Source: an optimization exercise on an open RTL-to-GDS flow (aim: small area, a short achievable clock period and few clock cycles). Production flows keep margins and buffers that such runs may drop. At most, simulation tests tie the RTL to the original design; equivalence was not proved. For runs 1 and 4, only the layout was checked, not whether the RTL still works. Power and IR drop assume default switching activity.

==> flow/design.v <==
module pcf8583_divu (
    input  wire        clk,
    input  wire        rst,
    input  wire        start,
    input  wire [40:0] a,
    input  wire [17:0] b,
    input  wire [5:0]  n,
    output wire [40:0] quo,
    output wire [17:0] rem,
    output reg         done
);
    reg [40:0] q;
    reg [18:0] r;
    reg [17:0] d;
    reg [5:0]  cnt;
    reg        run;
    wire [19:0] trial = {r, q[40]} - {2'b00, d};
    always @(posedge clk) begin
        if (rst) begin
            run  <= 1'b0;
            done <= 1'b0;
            cnt  <= 6'd0;
            q    <= 41'd0;
            d    <= 18'd0;
            r    <= 19'd0;
        end else begin
            done <= 1'b0;
            if (start) begin
                q   <= a << (6'd41 - n);
                r   <= 19'd0;
                d   <= b;
                cnt <= n;
                run <= 1'b1;
            end else if (run) begin
                if (!trial[19]) begin
                    r <= trial[18:0];
                    q <= {q[39:0], 1'b1};
                end else begin
                    r <= {r[17:0], q[40]};
                    q <= {q[39:0], 1'b0};
                end
                cnt <= cnt - 6'd1;
                if (cnt == 6'd1) begin
                    run  <= 1'b0;
                    done <= 1'b1;
                end
            end
        end
    end
    assign quo = q;
    assign rem = r[17:0];
endmodule
module pcf8583_rtc (
    input  wire        clk,
    input  wire        rst,
    input  wire        scl_i,
    input  wire        sda_i,
    input  wire [39:0] host_now,
    input  wire [6:0]  host_cs,
    output wire        sda_o,
    output wire        busy
);
    localparam [40:0] KOFF = 41'd617564390400;    
    localparam [3:0] S_IDLE       = 4'd0;
    localparam [3:0] S_START_WAIT = 4'd1;
    localparam [3:0] S_GET_ADDR   = 4'd2;
    localparam [3:0] S_AW_ACK     = 4'd3;
    localparam [3:0] S_AR_ACK     = 4'd4;
    localparam [3:0] S_GET_REG    = 4'd5;
    localparam [3:0] S_REG_ACK    = 4'd6;
    localparam [3:0] S_READ       = 4'd7;
    localparam [3:0] S_READ_ACK   = 4'd8;
    localparam [3:0] S_WRITE      = 4'd9;
    localparam [3:0] S_WRITE_ACK  = 4'd10;
    localparam [4:0] E_IDLE   = 5'd0;
    localparam [4:0] E_MAIN   = 5'd1;
    localparam [4:0] E_P0     = 5'd2;
    localparam [4:0] E_P1     = 5'd3;
    localparam [4:0] E_P2     = 5'd4;
    localparam [4:0] E_P3     = 5'd5;
    localparam [4:0] E_P4     = 5'd6;
    localparam [4:0] E_P5     = 5'd7;
    localparam [4:0] E_P6     = 5'd8;
    localparam [4:0] E_P7     = 5'd9;
    localparam [4:0] E_D1     = 5'd10;
    localparam [4:0] E_D2     = 5'd11;
    localparam [4:0] E_MUL    = 5'd12;
    localparam [4:0] E_COMMIT = 5'd13;
    localparam [4:0] E_PSTART = 5'd14;
    localparam [4:0] E_D0     = 5'd15;
    localparam [4:0] E_D1B    = 5'd16;
    function [7:0] bcd7;
        input [6:0] v;
        begin
            bcd7 = (v / 7'd10) * 8'd16 + {1'b0, v % 7'd10};
        end
    endfunction
    function [10:0] st675;
        input [9:0] r; input b;
        reg [10:0] t;
        reg [10:0] tm;
        begin
            t = {r, b};
            tm = t - 11'd675;
            st675 = (t >= 11'd675) ? {1'b1, tm[9:0]} : {1'b0, t[9:0]};
        end
    endfunction
    function [18:0] st146097;
        input [17:0] r; input b;
        reg [18:0] t;
        reg [18:0] tm;
        begin
            t = {r, b};
            tm = t - 19'd146097;
            st146097 = (t >= 19'd146097) ? {1'b1, tm[17:0]} : {1'b0, t[17:0]};
        end
    endfunction
    function [2:0] st7;
        input [2:0] r; input b;
        reg [3:0] t;
        begin
            t = {r, b};
            st7 = (t >= 4'd7) ? t - 4'd7 : t[2:0];
        end
    endfunction
    function [11:0] st1461;
        input [10:0] r; input b;
        reg [11:0] t;
        reg [11:0] tm;
        begin
            t = {r, b};
            tm = t - 12'd1461;
            st1461 = (t >= 12'd1461) ? {1'b1, tm[10:0]} : {1'b0, t[10:0]};
        end
    endfunction
    function [8:0] st225;
        input [7:0] r; input b;
        reg [8:0] t;
        reg [8:0] tm;
        begin
            t = {r, b};
            tm = t - 9'd225;
            st225 = (t >= 9'd225) ? {1'b1, tm[7:0]} : {1'b0, t[7:0]};
        end
    endfunction
    function [4:0] st15;
        input [3:0] r; input b;
        reg [4:0] t;
        reg [4:0] tm;
        begin
            t = {r, b};
            tm = t - 5'd15;
            st15 = (t >= 5'd15) ? {1'b1, tm[3:0]} : {1'b0, t[3:0]};
        end
    endfunction
    function isleapv;
        input [7:0] v; input [1:0] c4;
        begin
            if (v[1:0] != 2'd0)      isleapv = 1'b0;
            else if (v == 8'd0)      isleapv = (c4 == 2'd0);
            else if (v == 8'd100)    isleapv = (c4 == 2'd3);
            else                     isleapv = 1'b1;
        end
    endfunction
    function [4:0] mlen;
        input [3:0] m; input lp;
        begin
            if (m == 4'd2) mlen = lp ? 5'd29 : 5'd28;
            else if (m == 4'd4 || m == 4'd6 || m == 4'd9 || m == 4'd11) mlen = 5'd30;
            else mlen = 5'd31;
        end
    endfunction
    function [8:0] cumd;
        input [3:0] m; input lp;
        reg [8:0] c;
        begin
            case (m)
                4'd1:  c = 9'd0;   4'd2:  c = 9'd31;  4'd3:  c = 9'd59;
                4'd4:  c = 9'd90;  4'd5:  c = 9'd120; 4'd6:  c = 9'd151;
                4'd7:  c = 9'd181; 4'd8:  c = 9'd212; 4'd9:  c = 9'd243;
                4'd10: c = 9'd273; 4'd11: c = 9'd304; default: c = 9'd334;
            endcase
            cumd = c + ((m >= 4'd3 && lp) ? 9'd1 : 9'd0);
        end
    endfunction
    function [2:0] cum7;
        input [3:0] m; input lp;
        reg [2:0] c;
        begin
            case (m)
                4'd1:  c = 3'd0; 4'd2:  c = 3'd3; 4'd3:  c = 3'd3;
                4'd4:  c = 3'd6; 4'd5:  c = 3'd1; 4'd6:  c = 3'd4;
                4'd7:  c = 3'd6; 4'd8:  c = 3'd2; 4'd9:  c = 3'd5;
                4'd10: c = 3'd0; 4'd11: c = 3'd3; default: c = 3'd5;
            endcase
            if (m >= 4'd3 && lp) c = (c == 3'd6) ? 3'd0 : c + 3'd1;
            cum7 = c;
        end
    endfunction
    reg [39:0] hn_r;          
    reg        rst_r;
    always @(posedge clk) begin
        rst_r <= rst;
    end
    reg        scl_q, sda_q;
    reg [3:0]  ps;
    reg [2:0]  bc;
    reg [7:0]  sh;
    reg [7:0]  ptr;
    reg        sda_reg, busy_reg;
    reg        ev_start, ev_ring, ev_time, ev_ctrl, ev_halt, ev_res;
    wire [7:0] ev_data = sh;             
    wire [7:0] ev_ptr = ptr - 8'd1;      
    reg [7:0]  nb;
    reg        nb_rdy;
    assign sda_o = sda_reg;
    assign busy  = busy_reg;
    wire op_ok    = !busy_reg;
    wire c_fall   = op_ok & scl_q & ~scl_i;
    wire c_edge   = op_ok & (scl_q ^ scl_i);
    wire d_edge   = op_ok & ~(scl_q ^ scl_i) & (sda_q ^ sda_i);
    wire c_start  = d_edge & scl_q & ~sda_i;
    wire c_stop   = d_edge & scl_q & sda_i;
    wire [7:0] shifted = {sh[6:0], sda_q};
    wire       bdone   = (bc == 3'd7);
    wire [7:0] ptr_inc = ptr + 8'd1;
    reg  [3:0] f_ps;
    reg  [2:0] f_bc;
    reg  [7:0] f_sh, f_ptr;
    reg        f_wr, f_sda;
    always @(*) begin
        f_ps  = ps;
        f_bc  = bc;
        f_sh  = sh;
        f_ptr = ptr;
        f_wr  = 1'b0;
        f_sda = 1'b1;
        case (ps)
            S_START_WAIT: f_ps = S_GET_ADDR;
            S_GET_ADDR: begin
                f_sh = shifted;
                f_bc = bc + 3'd1;
                if (bdone) begin
                    if (shifted == 8'hA0)      begin f_ps = S_AW_ACK; f_sda = 1'b0; end
                    else if (shifted == 8'hA1) begin f_ps = S_AR_ACK; f_sda = 1'b0; end
                    else                       f_ps = S_IDLE;
                end
            end
            S_AW_ACK: begin
                f_bc = 3'd0;
                f_ps = S_GET_REG;
            end
            S_GET_REG: begin
                f_sh = shifted;
                f_bc = bc + 3'd1;
                if (bdone) begin
                    f_ptr = shifted;
                    f_ps  = S_REG_ACK;
                    f_sda = 1'b0;
                end
            end
            S_REG_ACK, S_WRITE_ACK: begin
                f_bc = 3'd0;
                f_ps = S_WRITE;
            end
            S_WRITE: begin
                f_sh = shifted;
                f_bc = bc + 3'd1;
                if (bdone) begin
                    f_ptr = ptr_inc;
                    f_ps  = S_WRITE_ACK;
                    f_wr  = 1'b1;
                    f_sda = 1'b0;
                end
            end
            S_AR_ACK: begin
                f_sh  = nb;
                f_bc  = 3'd0;
                f_ps  = S_READ;
                f_sda = nb[7];
            end
            S_READ: begin
                f_bc = bc + 3'd1;
                f_sh = {sh[6:0], 1'b0};
                if (bdone) begin
                    f_ps  = S_READ_ACK;
                    f_sda = 1'b0;
                end else begin
                    f_sda = sh[6];
                end
            end
            S_READ_ACK: begin
                if (!sda_q) begin
                    f_ptr = ptr_inc;
                    f_sh  = nb;
                    f_bc  = 3'd0;
                    f_ps  = S_READ;
                    f_sda = nb[7];
                end else begin
                    f_ps = S_IDLE;
                end
            end
            default: ;
        endcase
    end
    wire w_ring = f_wr && (ptr[7:3] != 5'd0);
    wire w_time = f_wr && (ptr[7:3] == 5'd0) && (ptr[2:0] >= 3'd2) && (ptr[2:0] <= 3'd6);
    wire w_ctrl = f_wr && (ptr == 8'd0);
    reg [1983:0] ring;
    reg [7:0]    rc;
    reg [4:0]    clr_cnt;
    wire         clr = (clr_cnt != 5'd0);
    reg          pw_valid;
    reg [7:0]    pw_idx;
    reg [7:0]    pw_data;
    reg [7:0]    ws_r;        
    wire         wfire = pw_valid && (ws_r[3:0] == 4'd0);
    wire [7:0]   pw_wd = clr ? 8'd0 : pw_data;
    wire [127:0] tap_src;
    genvar gk, gi;
    generate
        for (gk = 0; gk < 16; gk = gk + 1) begin : g_tap
            localparam integer SRC = (gk == 0) ? 247 : 16 * gk - 1;
            assign tap_src[8*gk +: 8] = ring[8*SRC +: 8];
        end
        for (gi = 0; gi < 248; gi = gi + 1) begin : g_ring
            if (gi % 16 == 0) begin : g_t
                always @(posedge clk)
                    ring[8*gi +: 8] <= (clr || (wfire && ws_r[7:4] == (gi / 16))) ? pw_wd :
                                       tap_src[8*(gi/16) +: 8];
            end else begin : g_s
                always @(posedge clk)
                    ring[8*gi +: 8] <= ring[8*(gi-1) +: 8];
            end
        end
    endgenerate
    function [7:0] slot_next;
        input [7:0] idx; input [7:0] c;
        reg [8:0] s, m;
        begin
            s = {1'b0, idx} + {1'b0, c} + 9'd1;
            m = s - 9'd248;
            slot_next = m[8] ? s[7:0] : m[7:0];
        end
    endfunction
    reg [4:0]  eph;
    reg        ejob_w;        
    reg [2:0]  emode;
    reg [7:0]  wv;            
    reg [2:0]  wx;            
    reg [4:0]  ecnt;
    reg        pend, pend_add;
    reg        snap_valid;
    reg [6:0]  cs_snap;
    reg [7:0]  ctrl;
    reg        halted, am_pm;
    reg [27:0] eq;            
    reg [9:0]  r1;
    reg [17:0] r2;
    reg [6:0]  low7;
    reg [2:0]  w7;
    reg [1:0]  qb;
    reg [3:0]  mr;
    wire [11:0] dp = r2[11:0];
    wire [8:0]  dq = r1[8:0];
    wire [11:0] dr = eq[11:0];
    reg [5:0]  f_sc, f_mi;
    reg [4:0]  f_hr, f_dom;
    reg [3:0]  f_mon;
    reg [6:0]  f_w;           
    reg [1:0]  f_c4;          
    reg [2:0]  f_wd;
    reg [40:0] tb;
    wire [7:0] tgt   = (ps == S_READ || ps == S_READ_ACK) ? ptr_inc : ptr;
    wire [7:0] tidx  = {tgt[7:3] - 5'd1, tgt[2:0]};
    reg  [7:0] tgt_r, ts_r;
    wire       tring_r = (tgt_r[7:3] != 5'd0);
    wire       thit  = (ts_r[3:0] == 4'd0);
    wire [7:0] tapv  = tap_src[8*ts_r[7:4] +: 8];
    wire [7:0] tidx_r = {tgt_r[7:3] - 5'd1, tgt_r[2:0]};
    wire       pconf_r = pw_valid && (pw_idx == tidx_r);
    wire       pconf = pw_valid && (pw_idx == tidx);
    wire [4:0] h12 = (f_hr == 5'd0) ? 5'd12 : (f_hr > 5'd12) ? f_hr - 5'd12 : f_hr;
    reg  [6:0] raw7;
    reg  [7:0] ext8;
    always @(*) begin
        raw7 = 7'd0;
        ext8 = 8'd0;
        case (tgt[2:0])
            3'd1: raw7 = cs_snap;
            3'd2: raw7 = {1'b0, f_sc};
            3'd3: raw7 = {1'b0, f_mi};
            3'd4: begin
                raw7 = {2'b00, am_pm ? h12 : f_hr};
                ext8 = am_pm ? {1'b1, (f_hr >= 5'd12), 6'd0} : 8'd0;
            end
            3'd5: begin raw7 = {2'b00, f_dom}; ext8 = {f_w[1:0], 6'd0}; end
            3'd6: begin raw7 = {3'b000, f_mon}; ext8 = {f_wd + 3'd1, 5'd0}; end
            default: ;
        endcase
    end
    reg  [7:0] pre8;
    reg  [7:0] pre_ext;
    reg        pre_bcd;
    wire [7:0] regbyte = pre_bcd ? (bcd7(pre8[6:0]) | pre_ext) : pre8;
    wire       tsnap_r = (tgt_r[2:0] >= 3'd2) && (tgt_r[2:0] <= 3'd6);
    wire ld_ok = nb_rdy && (tgt == tgt_r) && !((tgt[7:3] != 5'd0) && pconf);
    wire wpre     = ejob_w && (eph != E_IDLE) && (eph != E_PSTART);
    wire proc_add = ev_halt | ev_res | ev_start | ev_time;
    wire do_commit = (eph == E_COMMIT) && !proc_add;
    wire do_pstart = (eph == E_PSTART) && !proc_add;
    reg [1:0]  add_bs;        
    always @(*) begin
        if (ev_halt)                     add_bs = 2'd1;
        else if (ev_res)                 add_bs = 2'd2;
        else if (ev_start || ev_time)    add_bs = halted ? 2'd0 : 2'd1;
        else if (eph == E_COMMIT)        add_bs = 2'd3;
        else                             add_bs = pend_add ? 2'd1 : 2'd0;
    end
    wire [40:0] hn_x  = {hn_r[39], hn_r};
    wire [40:0] add_a = tb;
    wire [40:0] add_b = (add_bs == 2'd1) ? hn_x :
                        (add_bs == 2'd2) ? ~hn_x :
                        (add_bs == 2'd3) ? {{13{eq[27]}}, eq} : 41'd0;
    wire [40:0] sum   = add_a + add_b + {40'd0, (add_bs == 2'd2)};
    wire start_direct = ev_start && !wpre;
    wire div_load = start_direct || ev_time || do_pstart;
    integer j;
    reg [9:0]  m_r1;
    reg [27:0] m_eq;
    reg [1:0]  m_q;
    reg [10:0] s1;
    always @(*) begin
        m_r1 = r1; m_eq = eq; m_q = 2'd0;
        for (j = 0; j < 2; j = j + 1) begin
            s1   = st675(m_r1, m_eq[27]);
            m_eq = {m_eq[26:0], 1'b0};
            m_r1 = s1[9:0];
            m_q  = {m_q[0], s1[10]};
        end
    end
    reg [17:0] m_r2;
    reg [2:0]  m_w7;
    reg [1:0]  m_q2;
    reg [18:0] s2;
    always @(*) begin
        m_r2 = r2; m_w7 = w7; m_q2 = 2'd0;
        for (j = 0; j < 2; j = j + 1) begin
            s2   = st146097(m_r2, qb[1 - j]);
            m_r2 = s2[17:0];
            m_q2 = {m_q2[0], s2[18]};
            m_w7 = st7(m_w7, qb[1 - j]);
        end
    end
    wire [8:0]  h1  = st225(r1[9:2], r1[1]);
    wire [8:0]  h2  = st225(h1[7:0], r1[0]);
    wire [7:0]  h_r = h2[7:0];
    wire [1:0]  h_q = {h1[8], h2[8]};
    wire [17:0] xz  = {m_r2[17:2], 2'b11};           
    reg  [3:0]  mn_r;
    reg  [2:0]  mn_q;
    reg  [4:0]  s4;
    always @(*) begin
        mn_r = mr;
        mn_q = 3'd0;
        for (j = 0; j < 3; j = j + 1) begin
            s4   = st15(mn_r, r1[9 - j]);
            mn_r = s4[3:0];
            mn_q = {mn_q[1:0], s4[4]};
        end
    end
    reg  [10:0] z_r;
    reg  [6:0]  z_eq;
    reg  [11:0] s5;
    always @(*) begin
        z_r  = r2[10:0];
        z_eq = eq[6:0];
        for (j = 0; j < 2; j = j + 1) begin
            if (eph != E_P5 || j == 0) begin
                s5   = st1461(z_r, z_eq[6]);
                z_r  = s5[10:0];
                z_eq = {z_eq[5:0], s5[11]};
            end
        end
    end
    wire [8:0] ny = r2[10:2];
    wire [3:0] mp = (ny >= 9'd337) ? 4'd11 : (ny >= 9'd306) ? 4'd10 : (ny >= 9'd275) ? 4'd9 :
                    (ny >= 9'd245) ? 4'd8  : (ny >= 9'd214) ? 4'd7  : (ny >= 9'd184) ? 4'd6 :
                    (ny >= 9'd153) ? 4'd5  : (ny >= 9'd122) ? 4'd4  : (ny >= 9'd92)  ? 4'd3 :
                    (ny >= 9'd61)  ? 4'd2  : (ny >= 9'd31)  ? 4'd1  : 4'd0;
    reg  [8:0] mstart;
    always @(*) begin
        case (mr)
            4'd0: mstart = 9'd0;   4'd1: mstart = 9'd31;  4'd2: mstart = 9'd61;
            4'd3: mstart = 9'd92;  4'd4: mstart = 9'd122; 4'd5: mstart = 9'd153;
            4'd6: mstart = 9'd184; 4'd7: mstart = 9'd214; 4'd8: mstart = 9'd245;
            4'd9: mstart = 9'd275; 4'd10: mstart = 9'd306; default: mstart = 9'd337;
        endcase
    end
    wire [8:0] dom9 = ny - mstart + 9'd1;
    wire       jan  = (mr >= 4'd10);
    wire [3:0] mon4 = jan ? mr - 4'd9 : mr + 4'd3;
    wire [3:0] wd4  = {1'b0, w7} + 4'd3;
    wire [2:0] wdn  = (wd4 >= 4'd7) ? wd4[2:0] - 3'd7 : wd4[2:0];
    wire [7:0] v_sec  = ev_data[7:4] * 8'd10 + {4'd0, ev_data[3:0]};
    wire [5:0] v_dom  = ev_data[5:4] * 6'd10 + {2'd0, ev_data[3:0]};
    wire [4:0] v_m5   = (ev_data[4] ? 5'd10 : 5'd0) + {1'b0, ev_data[3:0]};
    wire [4:0] v_m12  = (v_m5 >= 5'd24) ? v_m5 - 5'd24 : (v_m5 >= 5'd12) ? v_m5 - 5'd12 : v_m5;
    wire [5:0] v_hour = ev_data[7] ? ({1'b0, v_m12} + (ev_data[6] ? 6'd12 : 6'd0)) : v_dom;
    wire [2:0] v_wday = (ev_data[7:5] == 3'd0) ? 3'd6 : ev_data[7:5] - 3'd1;
    wire [1:0] v_ma   = (v_m5 == 5'd0) ? 2'd0 : (v_m5 <= 5'd12) ? 2'd1 :
                        (v_m5 <= 5'd24) ? 2'd2 : 2'd3;
    wire [3:0] v_mn   = (v_m5 == 5'd0) ? 4'd12 : (v_m5 <= 5'd12) ? v_m5[3:0] :
                        (v_m5 <= 5'd24) ? v_m5[3:0] - 4'd12 : 4'd1;
    reg  [7:0] wv_n;
    reg  [2:0] wx_n;
    always @(*) begin
        wx_n = 3'd0;
        case (ev_ptr[2:0])
            3'd2, 3'd3: wv_n = v_sec;
            3'd4:       wv_n = {2'd0, v_hour};
            3'd5:       begin wv_n = {2'd0, v_dom}; wx_n = {1'b0, ev_data[7:6]}; end
            default:    begin wv_n = {2'd0, v_ma, v_mn}; wx_n = v_wday; end
        endcase
    end
    wire [1:0] y4     = f_w[1:0];
    wire [3:0] lp_n = {isleapv({1'b0, f_w}, f_c4), isleapv({1'b0, f_w} - 8'd1, f_c4),
                       isleapv({1'b0, f_w} + 8'd1, f_c4), isleapv({1'b0, f_w[6:2], 2'b00}, f_c4)};
    wire lp_y   = mr[3];
    wire lp_ym1 = mr[2];
    wire lp_yp1 = mr[1];
    wire lp_b   = mr[0];
    reg  [3:0]  m1;
    reg  [1:0]  rel;          
    reg  [1:0]  y1m4;
    reg         l1;
    reg  [11:0] g_day;
    reg  [4:0]  dom_adj;
    wire [4:0]  lm = mlen(f_mon, lp_y);
    wire [2:0]  kd = {1'b0, wx[1:0]} - {1'b0, y1m4};    
    always @(*) begin
        if (wv[5:0] == 6'd0) begin
            m1  = (f_mon == 4'd1) ? 4'd12 : f_mon - 4'd1;
            rel = (f_mon == 4'd1) ? 2'd3 : 2'd0;
        end else if (wv[5:0] <= {1'b0, lm}) begin
            m1  = f_mon;
            rel = 2'd0;
        end else begin
            m1  = (f_mon == 4'd12) ? 4'd1 : f_mon + 4'd1;
            rel = (f_mon == 4'd12) ? 2'd1 : 2'd0;
        end
        y1m4 = y4 + rel;
        l1   = (rel == 2'd1 && y4 == 2'd3) ? lp_yp1 : lp_b;
        case (kd)
            3'd1:    g_day = 12'd365;
            3'd2:    g_day = 12'd730;
            3'd3:    g_day = 12'd1095;
            3'd7:    g_day = -12'd365;
            3'd6:    g_day = -12'd730;
            3'd5:    g_day = -12'd1095;
            default: g_day = 12'd0;
        endcase
        dom_adj = f_dom;
        if (m1 <= 4'd2 && l1) begin
            if (wx[1:0] != 2'd0 && y1m4 == 2'd0) dom_adj = f_dom - 5'd1;
            if (wx[1:0] == 2'd0 && y1m4 != 2'd0) dom_adj = f_dom + 5'd1;
        end
    end
    wire [1:0]  ma = wv[5:4];
    wire [3:0]  mn = wv[3:0];
    reg  [11:0] jy;
    reg  [2:0]  jy7;
    reg         lpn;
    always @(*) begin
        case (ma)
            2'd0: begin
                jy = lp_ym1 ? -12'd366 : -12'd365; jy7 = lp_ym1 ? 3'd5 : 3'd6; lpn = lp_ym1;
            end
            2'd1: begin jy = 12'd0; jy7 = 3'd0; lpn = lp_y; end
            2'd2: begin
                jy = lp_y ? 12'd366 : 12'd365; jy7 = lp_y ? 3'd2 : 3'd1; lpn = lp_yp1;
            end
            default: begin
                jy = 12'd730 + {11'd0, lp_y} + {11'd0, lp_yp1};
                jy7 = 3'd2 + {2'd0, lp_y} + {2'd0, lp_yp1};
                lpn = 1'b0;
            end
        endcase
    end
    wire [4:0] w7s  = {2'd0, f_wd} + {2'd0, jy7} + {2'd0, cum7(mn, lpn)} +
                      5'd7 - {2'd0, cum7(f_mon, lp_y)};
    wire [2:0] wd1  = dr[4:0] % 5'd7;
    wire [11:0] dval = dp - {3'd0, dq} + dr;
    localparam [16:0] U86400 = 17'd86400;
    localparam [16:0] U3600  = 17'd3600;
    localparam [16:0] U60    = 17'd60;
    reg        ubit, ulast;
    always @(*) begin
        case (emode)
            3'd2:    begin ubit = (ecnt == 5'd0); ulast = (ecnt == 5'd0);  end
            3'd3:    begin ubit = U60[ecnt];      ulast = (ecnt == 5'd5);  end
            3'd4:    begin ubit = U3600[ecnt];    ulast = (ecnt == 5'd11); end
            default: begin ubit = U86400[ecnt];   ulast = (ecnt == 5'd16); end
        endcase
    end
    wire hn_hold = pend || (ev_start && wpre);
    always @(posedge clk)
        if (c_start || !hn_hold) hn_r <= host_now;
    always @(posedge clk) begin
        if (rst_r) begin
            scl_q    <= 1'b1;
            sda_q    <= 1'b1;
            ps       <= S_IDLE;
            ptr      <= 8'd0;
            sda_reg  <= 1'b1;
            ev_start <= 1'b0;
            ev_ring  <= 1'b0;
            ev_time  <= 1'b0;
            ev_ctrl  <= 1'b0;
            ev_halt  <= 1'b0;
            ev_res   <= 1'b0;
        end else begin
            if (c_edge) scl_q <= scl_i;
            if (d_edge) sda_q <= sda_i;
            if (c_fall) begin
                ps      <= f_ps;
                bc      <= f_bc;
                sh      <= f_sh;
                ptr     <= f_ptr;
                sda_reg <= f_sda;
            end else if (c_start) begin
                ps      <= S_START_WAIT;
                bc      <= 3'd0;
                sda_reg <= 1'b1;
            end else if (c_stop) begin
                ps      <= S_IDLE;
                sda_reg <= 1'b1;
            end
            ev_start <= c_start;
            if (c_start) cs_snap <= host_cs;
            ev_ring  <= c_fall & w_ring;
            ev_time  <= c_fall & w_time;
            ev_ctrl  <= c_fall & w_ctrl;
            ev_halt  <= c_fall & w_ctrl & shifted[7] & !halted;
            ev_res   <= c_fall & w_ctrl & !shifted[7] & halted;
        end
    end
    always @(posedge clk) begin
        if (rst)
            busy_reg <= 1'b1;
        else if (rst_r)
            busy_reg <= 1'b0;
        else
            busy_reg <= (((ps == S_AR_ACK) || (ps == S_READ_ACK)) && !ld_ok) ||
                        ((ps == S_WRITE) && (bc == 3'd7) && (pw_valid || ev_ring ||
                         ((ptr[7:3] == 5'd0) && (ptr[2:0] != 3'd1) && (ptr[2:0] != 3'd7) &&
                          ejob_w && (eph != E_IDLE))));
    end
    always @(posedge clk) begin
        rc <= (rc == 8'd247) ? 8'd0 : rc + 8'd1;
        ws_r  <= slot_next(ev_ring ? {ev_ptr[7:3] - 5'd1, ev_ptr[2:0]} : pw_idx, rc);
        tgt_r <= tgt;
        ts_r  <= slot_next(tidx, rc);
        pre8    <= (tgt[2:0] == 3'd0) ? ctrl : {1'b0, raw7};
        pre_ext <= ext8;
        pre_bcd <= (tgt[2:0] != 3'd0) && (tgt[2:0] != 3'd7);
        if (rst_r) begin
            ctrl       <= 8'd0;
            halted     <= 1'b0;
            am_pm      <= 1'b0;
            tb         <= KOFF;
            rc         <= 8'd0;
            clr_cnt    <= 5'd16;
            pw_valid   <= 1'b0;
            nb_rdy     <= 1'b0;
            eph        <= E_IDLE;
            ejob_w     <= 1'b0;
            pend       <= 1'b0;
            snap_valid <= 1'b0;
        end else begin
            if (ev_ctrl) ctrl <= ev_data;
            if (ev_halt) begin
                tb     <= sum;
                halted <= 1'b1;
            end
            if (ev_res) begin
                tb     <= sum;
                halted <= 1'b0;
            end
            if (ev_time && ev_ptr[2:0] == 3'd4) am_pm <= ev_data[7];
            if (clr) clr_cnt <= clr_cnt - 5'd1;
            if (ev_ring) begin
                pw_valid <= 1'b1;
                pw_idx   <= {ev_ptr[7:3] - 5'd1, ev_ptr[2:0]};
                pw_data  <= ev_data;
            end else if (wfire) begin
                pw_valid <= 1'b0;
            end
            if (ev_start || ev_ring || ev_time || ev_ctrl || tgt != tgt_r) begin
                nb_rdy <= 1'b0;
            end else if (!tring_r) begin
                nb     <= regbyte;
                nb_rdy <= !tsnap_r || snap_valid;
            end else if (pconf_r) begin
                nb_rdy <= 1'b0;
            end else if (thit) begin
                nb     <= tapv;
                nb_rdy <= !clr;
            end
            if (ev_start) begin
                snap_valid <= 1'b0;
                if (wpre) begin
                    pend     <= 1'b1;
                    pend_add <= !halted;
                end else begin
                    pend <= 1'b0;
                end
            end
            if (ev_time) begin
                snap_valid <= 1'b0;
                wv    <= wv_n;
                wx    <= wx_n;
                emode <= ev_ptr[2:0];
            end
            if (div_load) begin
                ejob_w <= ev_time;
                eph    <= E_MAIN;
                ecnt   <= 5'd0;
                r1     <= {4'd0, sum[40:35]};
                eq     <= sum[34:7];
                low7   <= sum[6:0];
                r2     <= 18'd0;
                w7     <= 3'd0;
                qb     <= 2'd0;
                if (do_pstart) pend <= 1'b0;
            end else begin
                case (eph)
                    E_MAIN: begin
                        r1 <= m_r1; eq <= m_eq; qb <= m_q;
                        r2 <= m_r2; w7 <= m_w7;
                        ecnt <= ecnt + 5'd1;
                        if (ecnt == 5'd13) eph <= E_P0;
                    end
                    E_P0: begin
                        r2   <= m_r2; w7 <= m_w7;
                        qb   <= 2'b11;
                        r1   <= {h_r, low7[6:5]};
                        low7 <= {low7[4:0], 2'b00};
                        f_hr <= {3'd0, h_q};
                        eph  <= E_P1;
                    end
                    E_P1: begin
                        f_c4 <= m_q2;
                        r2   <= {7'd0, xz[17:7]};
                        eq   <= {21'd0, xz[6:0]};
                        r1   <= {h_r, low7[6:5]};
                        low7 <= {low7[4:0], 2'b00};
                        f_hr <= {f_hr[2:0], h_q};
                        eph  <= E_P2;
                    end
                    E_P2: begin
                        r2   <= {7'd0, z_r};
                        eq   <= {21'd0, z_eq};
                        mr   <= h1[7:4];
                        r1   <= {h1[3:0], r1[0], low7[6], 4'd0};
                        f_hr <= {f_hr[3:0], h1[8]};
                        eph  <= E_P3;
                    end
                    E_P3: begin
                        r2   <= {7'd0, z_r};
                        eq   <= {21'd0, z_eq};
                        mr   <= mn_r;
                        r1   <= {r1[6:0], 3'd0};
                        f_mi <= {3'd0, mn_q};
                        eph  <= E_P4;
                    end
                    E_P4: begin
                        r2   <= {7'd0, z_r};
                        eq   <= {21'd0, z_eq};
                        f_mi <= {f_mi[2:0], mn_q};
                        f_sc <= {mn_r, low7[5:4]};
                        eph  <= (ejob_w && emode <= 3'd4) ? E_D1 : E_P5;
                    end
                    E_P5: begin
                        r2  <= {7'd0, z_r};
                        eq  <= {21'd0, z_eq};
                        eph <= E_P6;
                    end
                    E_P6: begin
                        mr  <= mp;
                        eph <= E_P7;
                    end
                    E_P7: begin
                        f_dom <= dom9[4:0];
                        f_mon <= mon4;
                        f_w   <= eq[6:0] + {6'd0, jan};
                        f_wd  <= wdn;
                        if (ejob_w) begin
                            eph <= E_D0;
                        end else begin
                            eph        <= E_IDLE;
                            snap_valid <= 1'b1;
                        end
                    end
                    E_D0: begin
                        mr  <= lp_n;
                        eph <= E_D1;
                    end
                    E_D1: begin
                        case (emode)
                            3'd2: begin r2 <= {10'd0, wv}; r1 <= {4'd0, f_sc}; eq <= 28'd0; end
                            3'd3: begin r2 <= {10'd0, wv}; r1 <= {4'd0, f_mi}; eq <= 28'd0; end
                            3'd4: begin r2 <= {10'd0, wv}; r1 <= {5'd0, f_hr}; eq <= 28'd0; end
                            3'd5: begin r2 <= {10'd0, wv}; r1 <= {5'd0, dom_adj}; eq <= {16'd0, g_day}; end
                            default: begin
                                r2 <= {6'd0, jy + {3'd0, cumd(mn, lpn)}};
                                r1 <= {1'b0, cumd(f_mon, lp_y)};
                                eq <= {23'd0, w7s};
                            end
                        endcase
                        eph <= (emode == 3'd6) ? E_D1B : E_D2;
                    end
                    E_D1B: begin
                        if (emode == 3'd6) eq <= {16'd0, {9'd0, wx} - {9'd0, wd1}};
                        eph <= E_D2;
                    end
                    E_D2: begin
                        eq   <= {{16{dval[11]}}, dval};
                        ecnt <= 5'd0;
                        eph  <= E_COMMIT;
                    end
                    E_COMMIT: begin
                        if (do_commit) begin
                            if (ubit) tb <= sum;
                            eq   <= {eq[26:0], 1'b0};
                            ecnt <= ecnt + 5'd1;
                            if (ulast) eph <= pend ? E_PSTART : E_IDLE;
                        end
                    end
                    default: ;
                endcase
            end
        end
    end
endmodule
==> flow/flow/run.sh <==
#!/bin/bash
# The standard layout (the standard.sh: unchanged synthesis, floorplan,
# placement, clock tree and routing) with two changes to how it is made:
#  - the port buffers are buf_2 cells (every port still gets its own buffer);
#  - the timing repair steps are asked to leave a setup margin, so that the
#    design is optimised toward a clock period shorter than the
#    constraint's. The constraint file itself is not changed.
set -euo pipefail
export BUFFER_PORTS_ARGS="-buffer_cell sky130_fd_sc_hd__buf_2"
export SETUP_SLACK_MARGIN=14.8
bash standard.sh > standard.log 2>&1
==> flow/standard.sh <==
#!/bin/bash
# synth_recipe.tcl (not shown) runs the flow's synth.tcl, then flattens the netlist and writes it again
# the make line also repeats each setting of config.mk as NAME=value (left out here)
make -C /OpenROAD-flow-scripts/flow DESIGN_CONFIG=/design/flow/config.mk WORK_HOME=/design/flow/orfs CLKGATE_MAP_FILE= SYNTH_SCRIPT=/design/flow/synth_recipe.tcl "${@:-finish}"
==> flow/config.mk <==
export PLATFORM = sky130hd
export DESIGN_NAME = pcf8583_rtc
export DESIGN_NICKNAME = pcf8583_rtc
export VERILOG_FILES = /design/flow/design.v
export SDC_FILE = /design/flow/constraint.sdc
export NUM_CORES = 4
export LEC_CHECK = 0
export CAP_MARGIN = 20
export CORE_MARGIN = 2
export CORE_UTILIZATION = 55
export CTS_CLUSTER_DIAMETER = 100
export CTS_CLUSTER_SIZE = 24
export SLEW_MARGIN = 20
==> flow/constraint.sdc <==
create_clock -name core_clock -period 20.0 [get_ports {clk}]
set_input_delay 4.0000 -clock core_clock [delete_from_list [all_inputs] [get_ports {clk}]]
set_output_delay 4.0000 -clock core_clock [all_outputs]
set_load 0.01 [all_outputs]
==> key figures, run 1 <==
Global route
  – Grt total ovfl: 0
  – GRT Util Overall: 23.0%
  – First-pass GRT wire length: 239 mm
  – Largest net degree at the start of global routing: 60
  – Vias in the first global route: 39394
  – Initial antenna violation count: 6

Floorplan
  – I/O Pins: 53
  – Rows: 132
  – Die span in x: 366 um
  – Die Footprint: 0.134 mm2
  – Core area: 0.130 mm2
  – Initial Util: 55.6%
  – Die Y-Extent: 366 um

STA
  – Layout Skew: 75.2 ps
  – RSZ-0062 raised after global routing: yes
  – Min Tclk post-route: 5170 ps
  – Final setup violation count: 0
  – Final hold slack: 305 ps
  – Max Fclk: 0.194 GHz
  – Final Hold Viols: 0
  – Setup WS post-layout: 14830 ps
  – Max-slew violation count: 0
  – Final period util: 25.8%
  – Slew @ Worst Pin: 1200 ps
  – Setup_tns: 0 ps
  – Slew HR: 19.7%

Placement
  – Count of buffers from port buffering: 52
  – Dpl cell area: 0.0743 mm2
  – Routability cong.: 0.920
  – Half-perimeter wire length after placement: 110 mm
  – Placed cells: 7486
  – Setup WS pre-CTS: 13700 ps

Synth
  – Fraction of registers with async set/reset: 0%
  – Leading area contributor after synthesis: dfxtp_1
  – Syn Std Cell Area: 0.0722 mm2
  – Syn Area/Cell: 12.3 um2
  – #FFs+latches synth: 2358
  – Synth top area cells: dfxtp_1, edfxtp_1, ha_1, mux2i_1, nor2_1
  – Yosys warns: 1
  – Post-synth EDFFs: 212
  – Yosys top cell area share: 59.5%
  – Count leader, synth: dfxtp_1
  – Register area share after synthesis: 68.3%
  – Most common library cells after synthesis: dfxtp_1, nor2_1, nand2_1
  – Ys flop type: dfxtp_1
  – Synth unique cells: 98
  – Syn Inst Count: 5855

Detailed routing
  – Via density per instance: 5.43
  – Number of remaining DRC errors: 0
  – Via Count: 41678
  – Post-route ant nets: 0
  – Met2 WL: 70.7 mm
  – Avg WL per Cell: 20.6 um
  – Metal3 WL: 8.08 mm
  – DRT iter0 DRCs: 3375
  – DRT Pass-1 Iters: 8
  – Final WL: 158 mm
  – DRT met1 WL: 74.3 mm
  – Max layer used: met4

Worst setup path
  – FF-to-FF setup slack: 15020 ps
  – CP arrival: 1170 ps
  – Crit path max-delay cell type: dfxtp_2
  – CP bufs+invs: 1
  – Crit path capture: busy
  – Max stage delay on crit path: 360 ps
  – CP cell instances: buf_6
  – R2R Path End: eq[4]$_DFFE_PP_
  – Worst Setup Start Kind: flip-flop
  – Crit Reg-Reg Startpoint: f_mon[0]$_DFFE_PP_
  – Crit. Startpoint: busy_reg$_SDFF_PP1_
  – Worst reg-to-reg path cell count: 19
  – Critical path required time: 16000 ps
  – Worst Setup Path Type: reg2out
  – CP endpoint kind: output port
  – Levels on crit path: 1
  – Crit-path max FO: 2
  – Delay-heaviest family, CP: flip-flops

Min path
  – Min-Delay Path Class: reg2reg

Layout
  – Biggest regs: ring (1984), tb (41), hn_r (40)
  – Non-filler instance count after layout: 7672
  – Finished Cell Area: 0.0781 mm2
  – ANT cells: 0
  – Synth-to-layout area growth: 8.10%
  – Multi-input gate area: 0.0216 mm2
  – Reg with most FFs: ring
  – Fillers: 10558
  – Final core utilization: 60.1%
  – Register area: 0.0494 mm2
  – Fraction of layout cells with a size suffix above 1: 7.84%
  – Max reg flops: 1984
  – Nets@finish: 6183

Clock tree
  – Worst-skew pair later-pin latency: 770 ps
  – CTS tree: built
  – CTS sink cnt: 2358
  – CTS root buf: clkbuf_16
  – TritonCTS Buffers: 112
  – H-tree Lvls: 3
  – # hold bufs at CTS: 0
  – Clk buf depth: 3
  – Clk slew on worst S/H paths: 110 ps

Outcome
  – Status: finished clean

Job
  – Max_cap viols: 0

Pwr
  – Max VDD drop: 0.102 mV
  – Pwr Density: 131 mW/mm2
  – P_leak: 30.5 nW
  – Pwr Total: 10.2 mW
cell families after synthesis:
logic type | count (synthesis) | share of synthesized area, %
DFF | 2358 | 68.3
other | 2 | 0.0104
adders and majority gates | 230 | 4.27
muxes | 262 | 4.43
and+or+nand+nor | 1262 | 7.99
xor gates and xnor gates | 261 | 3.17
AOI/OAI and AO/OA | 1064 | 9.57
buffers and inverters | 416 | 2.25
per-layer routing:
| metal | vias up | GRT usage (%) |
|---|---|---|
| met4 | 0 | 7.22 |
| met5 | - | 0 |
| met2 | 1185 | 36.5 |
| met1 | 20003 | 32.7 |
| li1 | 20213 | - |
| met3 | 277 | 3.28 |
how the worst min path moves through the flow:
stage / cells after the start / endpoint / slack, ps / from
after floorplan: 0 / ring[1000]$_DFF_P_ / 310 / ring[992]$_DFF_P_
after global placement: 0 / ring[427]$_DFF_P_ / 310 / ring[419]$_DFF_P_
after detailed placement: 0 / ring[1164]$_DFF_P_ / 310 / ring[1156]$_DFF_P_
after CTS: 0 / ring[319]$_DFF_P_ / 300 / ring[311]$_DFF_P_
after global routing: 0 / ring[578]$_DFF_P_ / 300 / ring[570]$_DFF_P_
final: 0 / ring[1910]$_DFF_P_ / 310 / ring[1902]$_DFF_P_
power breakdown:
group          total (mW)  internal (mW)  leakage [nW]  switching [mW]
combinational        2.57          0.980          9.60            1.59
clock                2.46           1.04          1.53            1.42
sequential           5.19           4.95          19.3           0.235
cell usage in the layout (no fill, tap or decap), types with 24 or more instances in the layout:
| cell type | netlist | routed |
|---|---|---|
| nand2_1 | 342 | 340 |
| xor2_1 | 85 | 85 |
| xnor2_1 | 176 | 172 |
| a31oi_1 | 34 | 33 |
| mux2i_1 | 197 | 197 |
| o21ai_0 | 277 | 270 |
| a21oi_1 | 278 | 277 |
| nor3_1 | 100 | 93 |
| nand3_1 | 104 | 103 |
| mux4_2 | 44 | 44 |
| and2_1 | 25 | 25 |
| buf_4 | 7 | 88 |
| o21a_1 | 25 | 24 |
| a21o_1 | 52 | 52 |
| nor2b_1 | 41 | 40 |
| nor2_1 | 450 | 435 |
| fa_1 | 27 | 24 |
| ha_1 | 203 | 203 |
| clkbuf_16 | 0 | 112 |
| o211ai_1 | 40 | 40 |
| a221oi_1 | 36 | 35 |
| nand2b_1 | 40 | 39 |
| edfxtp_1 | 212 | 212 |
| inv_1 | 197 | 194 |
| buf_2 | 5 | 51 |
| a211oi_1 | 67 | 63 |
| dfxtp_1 | 2146 | 2132 |
repair_timing:
action                     4_1_cts  5_1_grt
cloned                           0        2
pin swaps                        2        6
resized for setup               34       30
buffers inserted                 4       38
setup endpoints to repair       59       51
layout make-up:
class	instances	share of cell area, %
Tap cell	1742	2.79
Clock inverter	18	0.401
Multi-Input combinational cell	3084	27.7
Timing Repair Buffer	144	1.25
Inverter	202	0.986
Clock buffer	124	3.66
Sequential cell	2358	63.2
==> run 2: changes to the inputs <==
--- a/flow/design.v
+++ b/flow/design.v
@@ -591,16 +591,17 @@
                       5'd7 - {2'd0, cum7(f_mon, lp_y)};
     wire [2:0] wd1  = dr[4:0] % 5'd7;
     wire [11:0] dval = dp - {3'd0, dq} + dr;
-    localparam [16:0] U86400 = 17'd86400;
-    localparam [16:0] U3600  = 17'd3600;
-    localparam [16:0] U60    = 17'd60;
-    reg        ubit, ulast;
+    localparam [17:0] U86400 = 18'd86400;
+    localparam [17:0] U3600  = 18'd3600;
+    localparam [17:0] U60    = 18'd60;
+    reg        ubit, unext, ulast;
+    wire [4:0] ecnt1 = ecnt + 5'd1;
     always @(*) begin
         case (emode)
-            3'd2:    begin ubit = (ecnt == 5'd0); ulast = (ecnt == 5'd0);  end
-            3'd3:    begin ubit = U60[ecnt];      ulast = (ecnt == 5'd5);  end
-            3'd4:    begin ubit = U3600[ecnt];    ulast = (ecnt == 5'd11); end
-            default: begin ubit = U86400[ecnt];   ulast = (ecnt == 5'd16); end
+            3'd2:    begin ubit = (ecnt == 5'd0); unext = 1'b0;          ulast = (ecnt == 5'd0);  end
+            3'd3:    begin ubit = U60[ecnt];      unext = U60[ecnt1];    ulast = (ecnt == 5'd5);  end
+            3'd4:    begin ubit = U3600[ecnt];    unext = U3600[ecnt1];  ulast = (ecnt == 5'd11); end
+            default: begin ubit = U86400[ecnt];   unext = U86400[ecnt1]; ulast = (ecnt == 5'd16); end
         endcase
     end
     wire hn_hold = pend || (ev_start && wpre);
@@ -832,8 +833,13 @@
                     E_COMMIT: begin
                         if (do_commit) begin
                             if (ubit) tb <= sum;
-                            eq   <= {eq[26:0], 1'b0};
-                            ecnt <= ecnt + 5'd1;
+                            if (unext) begin
+                                eq   <= {eq[26:0], 1'b0};
+                                ecnt <= ecnt1;
+                            end else begin
+                                eq   <= {eq[25:0], 2'b00};
+                                ecnt <= ecnt + 5'd2;
+                            end
                             if (ulast) eph <= pend ? E_PSTART : E_IDLE;
                         end
                     end
--- a/flow/config.mk
+++ b/flow/config.mk
@@ -8,6 +8,6 @@
 export CAP_MARGIN = 20
 export CORE_MARGIN = 2
 export CORE_UTILIZATION = 55
-export CTS_CLUSTER_DIAMETER = 100
-export CTS_CLUSTER_SIZE = 24
+export CTS_CLUSTER_DIAMETER = 80
+export CTS_CLUSTER_SIZE = 28
 export SLEW_MARGIN = 20
==> run 2 against run 1 <==
Against the previous run: wire length grew 3.5%; register-to-register slack barely moved; global-route usage grew 0.82 points; count of clock-buffer cells in the layout shrank 9; still clean.
==> key figures, run 2 <==
Outcome
  – Status: finished clean (unchanged)

Placement
  – Routability cong.: 0.928 (was 0.920)
  – Half-perimeter wire length after placement: 115 mm (was 110 mm)
  – Setup WS pre-CTS: 13530 ps (was 13700 ps)
  – Count of buffers from port buffering: 52 (unchanged)

Detailed routing
  – Number of remaining DRC errors: 0 (unchanged)
  – Avg WL per Cell: 21.0 um (was 20.6 um)
  – Via Count: 42474 (was 41678)
  – DRT iter0 DRCs: 3673 (was 3375)
  – DRT Pass-1 Iters: 6 (was 8)
  – Post-route ant nets: 0 (unchanged)
  – Via density per instance: 5.46 (was 5.43)
  – Final WL: 164 mm (was 158 mm)

Synth
  – XOR/XNOR Fraction of Synth Area: 3.23% (was 3.17%)
  – Syn Std Cell Area: 0.0727 mm2 (was 0.0722 mm2)
  – Synth top area cells: dfxtp_1, edfxtp_1, ha_1, mux2i_1, nor2_1 (unchanged)
  – Synth Area in Adders: 4.29% (was 4.27%)
  – Syn Area/Cell: 12.2 um2 (was 12.3 um2)
  – Count leader, synth: dfxtp_1 (unchanged)
  – Register area share after synthesis: 67.9% (was 68.3%)
  – Leading area contributor after synthesis: dfxtp_1 (unchanged)
  – Compound-Gate Fraction of Synth Area: 9.74% (was 9.57%)
  – Fraction of registers with async set/reset: 0% (unchanged)
  – Synth unique cells: 114 (was 98)
  – #FFs+latches synth: 2358 (unchanged)
  – Most common library cells after synthesis: dfxtp_1, nor2_1, nand2_1 (unchanged)
  – Yosys warns: 1 (unchanged)
  – Ys flop type: dfxtp_1 (unchanged)
  – Synth Area in Simple Gates: 8.63% (was 7.99%)
  – Yosys top cell area share: 59.1% (was 59.5%)
  – Largest family of logic cells by synthesized area: compound AO/OA/AOI/OAI gates (unchanged)
  – Syn Inst Count: 5936 (was 5855)
  – Multiplexer share of the synthesized area: 3.99% (was 4.43%)
  – Post-synth EDFFs: 212 (unchanged)

Worst setup path
  – CP endpoint kind: output port (unchanged)
  – FF-to-FF setup slack: 15020 ps (about the same)
  – CP cell instances: buf_6 (unchanged)
  – CP arrival: 1180 ps (was 1170 ps)
  – Worst Setup Start Kind: flip-flop (unchanged)
  – CP bufs+invs: 1 (unchanged)
  – Crit-path max FO: 2 (unchanged)
  – Worst Setup Path Type: reg2out (unchanged)
  – Worst reg-to-reg path cell count: 15 (was 19)
  – Crit path max-delay cell type: dfxtp_4 (was dfxtp_2)
  – Levels on crit path: 1 (unchanged)
  – Delay-heaviest family, CP: flip-flops (unchanged)
  – R2R Path End: r2[8]$_SDFFCE_PN0P_ (was eq[4]$_DFFE_PP_)
  – Critical path required time: 16000 ps (about the same)
  – Crit Reg-Reg Startpoint: qb[1]$_SDFFCE_PN0P_ (was f_mon[0]$_DFFE_PP_)
  – Max stage delay on crit path: 350 ps (was 360 ps)

Pwr
  – Pwr Total: 10.4 mW (was 10.2 mW)
  – Pwr Density: 132 mW/mm2 (was 131 mW/mm2)
  – Max VDD drop: 0.0970 mV (was 0.102 mV)
  – P_leak: 30.7 nW (was 30.5 nW)

Clock tree
  – Worst-skew pair later-pin latency: 770 ps (about the same)
  – CTS tree: built (unchanged)
  – # hold bufs at CTS: 0 (unchanged)
  – Clk slew on worst S/H paths: 100 ps (was 110 ps)
  – CTS root buf: clkbuf_16 (unchanged)
  – Clk buf depth: 3 (unchanged)
  – TritonCTS Buffers: 105 (was 112)
  – H-tree Lvls: 3 (unchanged)
  – CTS sink cnt: 2358 (unchanged)

Floorplan
  – Initial Util: 55.4% (was 55.6%)
  – Core area: 0.131 mm2 (was 0.130 mm2)
  – Rows: 133 (was 132)
  – Die Footprint: 0.135 mm2 (was 0.134 mm2)
  – Die Y-Extent: 368 um (was 366 um)
  – I/O Pins: 53 (unchanged)
  – Die span in x: 368 um (was 366 um)

STA
  – Final Hold Viols: 0 (unchanged)
  – Min Tclk post-route: 5180 ps (was 5170 ps)
  – Slew @ Worst Pin: 1160 ps (was 1200 ps)
  – Setup_tns: 0 ps (unchanged)
  – Final hold slack: 291 ps (was 305 ps)
  – Max-slew violation count: 0 (unchanged)
  – Slew HR: 22.7% (was 19.7%)
  – Setup WS post-layout: 14820 ps (was 14830 ps)
  – Final period util: 25.9% (was 25.8%)
  – RSZ-0062 raised after global routing: yes (unchanged)
  – Max Fclk: 0.193 GHz (was 0.194 GHz)
  – Layout Skew: 56.7 ps (was 75.2 ps)
  – Final setup violation count: 0 (unchanged)

Global route
  – GRT Util Overall: 23.8% (was 23.0%)
  – Grt total ovfl: 0 (unchanged)
  – Initial antenna violation count: 2 (was 6)
  – Largest net degree at the start of global routing: 75 (was 60)
  – Vias in the first global route: 40300 (was 39394)
  – First-pass GRT wire length: 247 mm (was 239 mm)

Layout
  – Synth-to-layout area growth: 8.34% (was 8.10%)
  – Max reg flops: 1984 (unchanged)
  – Reg with most FFs: ring (unchanged)
  – Fraction of layout cells with a size suffix above 1: 8.45% (was 7.84%)
  – Commonest non-fill, non-tap cells in the layout: dfxtp_1, nand2_1, nor2_1, a21oi_1, o21ai_0 (was dfxtp_1, nor2_1, nand2_1, a21oi_1, o21ai_0)
  – Final core utilization: 60.0% (was 60.1%)
  – Nets@finish: 6271 (was 6183)
  – Biggest regs: ring (1984), tb (41), hn_r (40) (unchanged)
  – Most common cell after layout, fill and taps aside: dfxtp_1 (unchanged)

Min path
  – Hold EP: ring[242]$_DFF_P_ (was ring[1910]$_DFF_P_)
  – Min-Delay Path Class: reg2reg (unchanged)
  – Hold depth: 0 (unchanged)
  – Min-delay src: ring[234]$_DFF_P_ (was ring[1902]$_DFF_P_)

Job
  – Max_cap viols: 0 (unchanged)
-- run 2: cell count changes in the layout (fill, tap and decap cells not counted), moves of 10 or more --
cell / change
mux2i_1: -22
nand2_1: +94
nand3_1: -14
o221a_2: +18
o21ai_0: -53
nor2_2: -10
nor3_1: -13
xor2_1: -11
buf_4: +14
a21oi_1: +32
a211oi_1: -30
-- run 2: what timing repair did --
action,CTS,global route
pin swaps,1,7
endpoints found under the hold margin,0,0
setup endpoints to repair,54,56
setup buffers,13,38
resized for setup,32,38
gates cloned,0,2
-- run 2: where the power goes --
part           internal [mW]  switching [mW]  total, mW
logic                   1.07            1.71       2.78
registers               4.95           0.204       5.16
clock network           1.04            1.45       2.49
-- run 2: metal layers --
| metal | wire (um) | part of all wire, % | vias up | global-route usage [%] |
|---|---|---|---|---|
| met2 | 73500 | 45 | 1168 | 37.7 |
| met5 | 0 | 0 | - | 0 |
| met4 | 4920 | 3.0 | 0 | 7.38 |
| met3 | 8060 | 4.9 | 261 | 2.92 |
| met1 | 77200 | 47 | 20594 | 34.3 |
| li1 | - | - | 20451 | - |
-- run 2: cell type report --
| class | count | area (um2) |
|---|---|---|
| Multi-Input combinational cell | 3157 | 22100 |
| Tap cell | 1755 | 2200 |
| Clock buffer | 115 | 2710 |
| Clock inverter | 29 | 512 |
| Antenna cell | 1 | 2.50 |
| Timing Repair Buffer | 158 | 1110 |
| Fill cell | 10660 | 52500 |
| Sequential cell | 2358 | 49400 |
| Inverter | 207 | 793 |
-- run 2: worst max-delay path by stage --
stage                                      to  slack [ps]                 start
final                                    busy       14820   busy_reg$_SDFF_PP1_
after global placement      tb[40]$_SDFF_PP0_       13650   eph[0]$_SDFFE_PP0P_
after CTS                   tb[40]$_SDFF_PP0_       14770   eph[3]$_SDFFE_PP0P_
after global routing                    sda_o       14780  sda_reg$_SDFFE_PP1N_
after detailed placement    tb[40]$_SDFF_PP0_       13530   eph[0]$_SDFFE_PP0P_
after floorplan           ptr[5]$_SDFFE_PP0P_       14770                 scl_i
-- run 2: metrics by stage --
step           instances  cell area, um2
2_1_floorplan       5938           72800
3_3_place_gp        7582           74900
3_5_place_dp        7582           74900
4_1_cts             7739           78300
5_1_grt             7779           78700
6_report            7780           78700
-- run 2: cell families after synthesis --
group           after synthesis
compound gates             1066
xor+xnor                    262
fa+ha+maj                   233
buf+inv                     424
flops                      2358
mux                         235
other cells                   2
simple gates               1356
Testbench counts of run 2, summed over its fixed seeds: cycles 117,989.
==> run 3: changes to the inputs <==
--- a/flow/config.mk
+++ b/flow/config.mk
@@ -8,6 +8,6 @@
 export CAP_MARGIN = 20
 export CORE_MARGIN = 2
 export CORE_UTILIZATION = 55
-export CTS_CLUSTER_DIAMETER = 80
-export CTS_CLUSTER_SIZE = 28
+export CTS_CLUSTER_DIAMETER = 100
+export CTS_CLUSTER_SIZE = 24
 export SLEW_MARGIN = 20
==> run 3 against run 2 <==
Against the previous run: cell count about the same; critical path depth unchanged; global-route usage about the same; sequential power about the same; hold slack better by 3.8 ps; highest routed layer unchanged.
==> key figures, run 3 <==
Synth
  – Syn Area/Cell: 12.2 um2 (unchanged)
  – #FFs+latches synth: 2358 (unchanged)
  – Register area share after synthesis: 67.9% (unchanged)
  – Count leader, synth: dfxtp_1 (unchanged)
  – Yosys top cell area share: 59.1% (unchanged)
  – Syn Std Cell Area: 0.0727 mm2 (unchanged)
  – Synth unique cells: 114 (unchanged)
  – Synth top area cells: dfxtp_1, edfxtp_1, ha_1, mux2i_1, nor2_1 (unchanged)
  – Ys flop type: dfxtp_1 (unchanged)
  – Leading area contributor after synthesis: dfxtp_1 (unchanged)
  – Yosys warns: 1 (unchanged)
  – Syn Inst Count: 5936 (unchanged)
  – Post-synth EDFFs: 212 (unchanged)
  – Fraction of registers with async set/reset: 0% (unchanged)
  – Most common library cells after synthesis: dfxtp_1, nor2_1, nand2_1 (unchanged)

Detailed routing
  – DRT iter0 DRCs: 3471 (was 3673)
  – Via density per instance: 5.46 (about the same)
  – Final WL: 163 mm (was 164 mm)
  – Avg WL per Cell: 21.0 um (about the same)
  – Number of remaining DRC errors: 0 (unchanged)
  – DRT Pass-1 Iters: 6 (unchanged)
  – Via Count: 42464 (was 42474)
  – Post-route ant nets: 0 (unchanged)

Layout
  – Finished Cell Area: 0.0787 mm2 (about the same)
  – Fraction of layout cells with a size suffix above 1: 8.33% (was 8.45%)
  – Final core utilization: 59.9% (was 60.0%)
  – Reg with most FFs: ring (unchanged)
  – Nets@finish: 6276 (was 6271)
  – Max reg flops: 1984 (unchanged)
  – Most common cell after layout, fill and taps aside: dfxtp_1 (unchanged)
  – Biggest regs: ring (1984), tb (41), hn_r (40) (unchanged)
  – Non-filler instance count after layout: 7779 (was 7780)
  – Commonest non-fill, non-tap cells in the layout: dfxtp_1, nand2_1, nor2_1, a21oi_1, o21ai_0 (unchanged)
  – Synth-to-layout area growth: 8.28% (was 8.34%)

Worst setup path
  – Crit-path max FO: 2 (unchanged)
  – Crit. Startpoint: sda_reg$_SDFFE_PP1N_ (was busy_reg$_SDFF_PP1_)
  – CP bufs+invs: 1 (unchanged)
  – Max stage delay on crit path: 340 ps (was 350 ps)
  – CP endpoint kind: output port (unchanged)
  – Worst Setup Path Type: reg2out (unchanged)
  – CP arrival: 1180 ps (about the same)
  – Critical path required time: 16000 ps (about the same)
  – Crit path max-delay cell type: dfxtp_2 (was dfxtp_4)
  – CP cell instances: buf_6 (unchanged)
  – Worst Setup Start Kind: flip-flop (unchanged)
  – Crit Reg-Reg Startpoint: r2[3]$_SDFFCE_PN0P_ (was qb[1]$_SDFFCE_PN0P_)
  – Delay-heaviest family, CP: flip-flops (unchanged)

Placement
  – Half-perimeter wire length after placement: 115 mm (unchanged)
  – Count of buffers from port buffering: 52 (unchanged)
  – Dpl cell area: 0.0749 mm2 (unchanged)
  – Placed cells: 7582 (unchanged)
  – Routability cong.: 0.928 (unchanged)

STA
  – Final period util: 25.9% (about the same)
  – Final setup violation count: 0 (unchanged)
  – Setup_tns: 0 ps (unchanged)
  – Final Hold Viols: 0 (unchanged)
  – Layout Skew: 68.5 ps (was 56.7 ps)
  – Max Fclk: 0.193 GHz (about the same)
  – Slew HR: 21.8% (was 22.7%)
  – Min Tclk post-route: 5180 ps (about the same)
  – Slew @ Worst Pin: 1170 ps (was 1160 ps)
  – Max-slew violation count: 0 (unchanged)
  – RSZ-0062 raised after global routing: yes (unchanged)

Global route
  – Initial antenna violation count: 5 (was 2)
  – Vias in the first global route: 40515 (was 40300)
  – GRT Util Overall: 23.8% (about the same)
  – First-pass GRT wire length: 247 mm (about the same)
  – Largest net degree at the start of global routing: 75 (unchanged)
  – Grt total ovfl: 0 (unchanged)

Pwr
  – Pwr Total: 10.4 mW (about the same)
  – Max VDD drop: 0.0974 mV (was 0.0970 mV)
  – P_leak: 30.7 nW (about the same)
  – Pwr Density: 132 mW/mm2 (about the same)

Floorplan
  – Die span in x: 368 um (unchanged)
  – I/O Pins: 53 (unchanged)
  – Core area: 0.131 mm2 (unchanged)
  – Die Footprint: 0.135 mm2 (unchanged)
  – Initial Util: 55.4% (unchanged)
  – Die Y-Extent: 368 um (unchanged)
  – Rows: 133 (unchanged)

Min path
  – Min-Delay Path Class: reg2reg (unchanged)
  – Min-delay src: ring[1379]$_DFF_P_ (was ring[234]$_DFF_P_)

Clock tree
  – CTS sink cnt: 2358 (unchanged)
  – Clk buf depth: 3 (unchanged)
  – TritonCTS Buffers: 111 (was 105)
  – Clk slew on worst S/H paths: 90 ps (was 100 ps)
  – CTS tree: built (unchanged)
  – CTS root buf: clkbuf_16 (unchanged)
  – H-tree Lvls: 3 (unchanged)
  – Worst-skew pair later-pin latency: 780 ps (was 770 ps)

Outcome
  – Status: finished clean (unchanged)

Job
  – Max_cap viols: 0 (unchanged)
[run 3: cell counts after synthesis]
No cell type changed its count.
[run 3: metrics by stage]
step                hold slack (ps)  setup slack (ps)
detailed placement              312             13530
finish                          295             14820
floorplan                       310             14770
CTS                             283             14750
global placement                310             13650
global route                    297             14760
[run 3: repair_timing]
item / 4_1_cts / 5_1_grt
setup endpoints to repair: 60 / 59
pin swaps: 1 / 7
gates resized for setup: 34 / 38
buffers inserted: 5 / 46
gates cloned: 0 / 1
hold buffers: 0 / 0
[run 3: worst paths after layout]
kind / endpoint / slack [ps] / depth (start not counted)
min: ring[1387]$_DFF_P_ / 300 / 0
min reg2reg: ring[1387]$_DFF_P_ / 300 / 0
max reg2reg: r2[5]$_SDFFCE_PN0P_ / 14960 / 14
max: sda_o / 14820 / 1
[run 3: report_power, final]
part | switching (mW) | internal [mW] | total (mW)
Sequential | 0.199 | 4.95 | 5.15
Clock | 1.41 | 1.05 | 2.46
Combinational | 1.70 | 1.07 | 2.77
Total | 3.31 | 7.07 | 10.4
[run 3: routing by layer]
metal	GRT usage [%]	wire length (um)	vias to the layer above
li1	-	-	20449
met3	2.81	8280	266
met5	0	0	-
met4	8.20	5690	0
met1	34.2	76400	20605
met2	37.5	73000	1144
[run 3: kinds of logic (layout without fill, tap and decap cells)]
| group | count (synthesis) | after routing | share of synthesized area, % |
|---|---|---|---|
| AOI/OAI and AO/OA | 1066 | 1066 | 9.74 |
| xor gates and xnor gates | 262 | 262 | 3.23 |
| adders and majority gates | 233 | 233 | 4.29 |
| buffers and inverters | 424 | 509 | 2.24 |
| DFF | 2358 | 2358 | 67.9 |
| muxes | 235 | 235 | 3.99 |
| other | 2 | 5 | 0.0103 |
| and+or+nand+nor | 1356 | 1356 | 8.63 |
[run 3: final cells by class]
class / instances / area [um2]
Fill cell: 10668 / 52600
Timing Repair Buffer: 158 / 1120
Clock inverter: 14 / 277
Clock buffer: 130 / 2900
Multi-Input combinational cell: 3156 / 22100
Inverter: 207 / 793
Sequential cell: 2358 / 49400
Tap cell: 1755 / 2200
Antenna cell: 1 / 2.50
==> run 4: changes to the inputs <==
--- a/flow/design.v
+++ b/flow/design.v
@@ -386,7 +386,7 @@
     always @(*) begin
         raw7 = 7'd0;
         ext8 = 8'd0;
-        case (tgt[2:0])
+        case (tgt_r[2:0])
             3'd1: raw7 = cs_snap;
             3'd2: raw7 = {1'b0, f_sc};
             3'd3: raw7 = {1'b0, f_mi};
@@ -399,10 +399,8 @@
             default: ;
         endcase
     end
-    reg  [7:0] pre8;
-    reg  [7:0] pre_ext;
-    reg        pre_bcd;
-    wire [7:0] regbyte = pre_bcd ? (bcd7(pre8[6:0]) | pre_ext) : pre8;
+    wire [7:0] regbyte = (tgt_r[2:0] == 3'd0) ? ctrl :
+                         (tgt_r[2:0] == 3'd7) ? 8'd0 : (bcd7(raw7) | ext8);
     wire       tsnap_r = (tgt_r[2:0] >= 3'd2) && (tgt_r[2:0] <= 3'd6);
     wire ld_ok = nb_rdy && (tgt == tgt_r) && !((tgt[7:3] != 5'd0) && pconf);
     wire wpre     = ejob_w && (eph != E_IDLE) && (eph != E_PSTART);
@@ -662,9 +660,6 @@
         ws_r  <= slot_next(ev_ring ? {ev_ptr[7:3] - 5'd1, ev_ptr[2:0]} : pw_idx, rc);
         tgt_r <= tgt;
         ts_r  <= slot_next(tidx, rc);
-        pre8    <= (tgt[2:0] == 3'd0) ? ctrl : {1'b0, raw7};
-        pre_ext <= ext8;
-        pre_bcd <= (tgt[2:0] != 3'd0) && (tgt[2:0] != 3'd7);
         if (rst_r) begin
             ctrl       <= 8'd0;
             halted     <= 1'b0;
==> run 4 against run 3 <==
Against the previous run: combinational power down 6%; still clean on timing, DRC and antenna; setup slack lost 40 ps; synthesized area down 0.13%; design area about the same; total power decreased by 2.1%; largest power group unchanged; non-clock buffer count shrank 16; sequential share of layout area is 0.32 points lower; hold slack improved by 26 ps.
==> key figures, run 4 <==
Worst setup path
  – Worst Setup Path Type: reg2out (unchanged)
  – Delay-heaviest family, CP: flip-flops (unchanged)
  – Crit path max-delay cell type: dfxtp_4 (was dfxtp_2)
  – CP arrival: 1220 ps (was 1180 ps)
  – CP bufs+invs: 1 (unchanged)
  – CP cell instances: buf_6 (unchanged)
  – Critical path required time: 16000 ps (about the same)

Synth
  – Syn Std Cell Area: 0.0726 mm2 (was 0.0727 mm2)
  – Yosys top cell area share: 58.8% (was 59.1%)
  – Syn Inst Count: 5897 (was 5936)
  – Yosys warns: 1 (unchanged)
  – Leading area contributor after synthesis: dfxtp_1 (unchanged)
  – Synth top area cells: dfxtp_1, edfxtp_1, ha_1, mux2i_1, nor2_1 (unchanged)

Clock tree
  – CTS sink cnt: 2346 (was 2358)
  – Clk slew on worst S/H paths: 110 ps (was 90 ps)
  – # hold bufs at CTS: 0 (unchanged)
  – Worst-skew pair later-pin latency: 740 ps (was 780 ps)
  – CTS tree: built (unchanged)
  – TritonCTS Buffers: 110 (was 111)

Floorplan
  – Die Footprint: 0.135 mm2 (about the same)
  – Core area: 0.131 mm2 (unchanged)
  – Die Y-Extent: 367 um (was 368 um)
  – Initial Util: 55.3% (was 55.4%)
  – Rows: 133 (unchanged)

Layout
  – Nets@finish: 6224 (was 6276)
  – Reg with most FFs: ring (unchanged)
  – Commonest non-fill, non-tap cells in the layout: dfxtp_1, nor2_1, nand2_1, a21oi_1, o21ai_0 (was dfxtp_1, nand2_1, nor2_1, a21oi_1, o21ai_0)
  – Fraction of layout cells with a size suffix above 1: 8.88% (was 8.33%)
  – Max reg flops: 1984 (unchanged)

Outcome
  – Status: finished clean (unchanged)

Detailed routing
  – Number of remaining DRC errors: 0 (unchanged)
  – DRT Pass-1 Iters: 6 (unchanged)
  – Final WL: 157 mm (was 163 mm)
  – Via Count: 41967 (was 42464)

STA
  – Min Tclk post-route: 5220 ps (was 5180 ps)
  – Layout Skew: 45.2 ps (was 68.5 ps)
  – Max-slew violation count: 0 (unchanged)
  – RSZ-0062 raised after global routing: yes (unchanged)
  – Setup_tns: 0 ps (unchanged)
  – Final Hold Viols: 0 (unchanged)
  – Slew HR: 25.3% (was 21.8%)

Global route
  – Largest net degree at the start of global routing: 75 (unchanged)
  – Grt total ovfl: 0 (unchanged)
  – First-pass GRT wire length: 240 mm (was 247 mm)

Pwr
  – Pwr Total: 10.2 mW (was 10.4 mW)
  – Max VDD drop: 0.0826 mV (was 0.0974 mV)

Placement
  – Routability cong.: 0.945 (was 0.928)
  – Count of buffers from port buffering: 52 (unchanged)

Min path
  – Min-Delay Path Class: reg2reg (unchanged)
## run 4: cell types whose count changed in the layout (fill, tap and decap cells not counted), sizes merged, moves of 12 or more
cell    previous run  this run
nand2            437       322
a21oi            315       271
mux2i            175       214
nor2             439       477
o21ai            228       264
mux2              18        40
o221a             29         9
buf              157       141
a211oi            40        53
xnor2            187       174
dfxtp           2146      2134
o221ai            16        28
## run 4: logic make-up after synthesis
group                    after synthesis  synth area share [%]
XOR/XNOR                             254                  3.06
multiplexers                         295                  4.85
flip-flops                          2346                  67.6
AND/OR/NAND/NOR                     1269                  8.11
AO/OA/AOI/OAI                       1072                  9.78
adder cells (fa/ha/maj)              237                  4.36
buffers and inverters                424                  2.22
## run 4: area by class of cell
cell class,instances,area (um2)
diodes,1,2.50
fillers,10649,52600
flip-flops and latches,2346,49100
clock buffers,128,2850
inverters,209,785
multi-input cells,3128,22600
clock inverters,13,230
repair buffers,142,990
well taps,1755,2200
## run 4: where the power goes
group	total (mW)	switching [mW]	internal (mW)
Sequential	5.15	0.216	4.93
Combinational	2.60	1.63	0.965
Clock	2.42	1.38	1.04
## run 4: path summary, 6_finish.rpt
kind,startpoint,slack [ps],endpoint,cells past startpoint
worst max-delay path,sda_reg$_SDFFE_PP1N_,14780,sda_o,1
worst max register to register,f_hr[2]$_DFFE_PP_,14810,nb[7]$_DFFE_PP_,24
worst min register to register,ring[240]$_DFF_P_,320,ring[248]$_DFF_P_,0
worst min-delay path,ring[240]$_DFF_P_,320,ring[248]$_DFF_P_,0
## run 4: through the flow
step / setup WS (ps) / instances / hold WS, ps
4_1_cts: 14600 / 7696 / 318
6_report: 14780 / 7722 / 321
3_3_place_gp: 13630 / 7532 / 310
5_1_grt: 14480 / 7721 / 327
2_1_floorplan: 14500 / 5897 / 310
3_5_place_dp: 13520 / 7532 / 312
## run 4: what timing repair did
action,in CTS,in global routing
gates resized for setup,46,57
buffers inserted,23,23
setup endpoints to repair,72,64
cloned,0,2
pin swaps,18,14
## run 4: per-layer routing
metal	global-route usage, %	up-vias	share of wire [%]
li1	-	20403	-
met2	36.7	1043	45
met5	0	-	0.0089
met1	32.4	20247	47
met3	2.60	272	4.6
met4	8.08	2	3.4

Check on run 4: ideal ports give 14.784 ns setup slack; a clkbuf_16 on the clock port and buf_2 on the inputs give 14.716 ns; moving port delays by the midpoint clock arrival (0.790 ns) as well gives 14.322 ns.
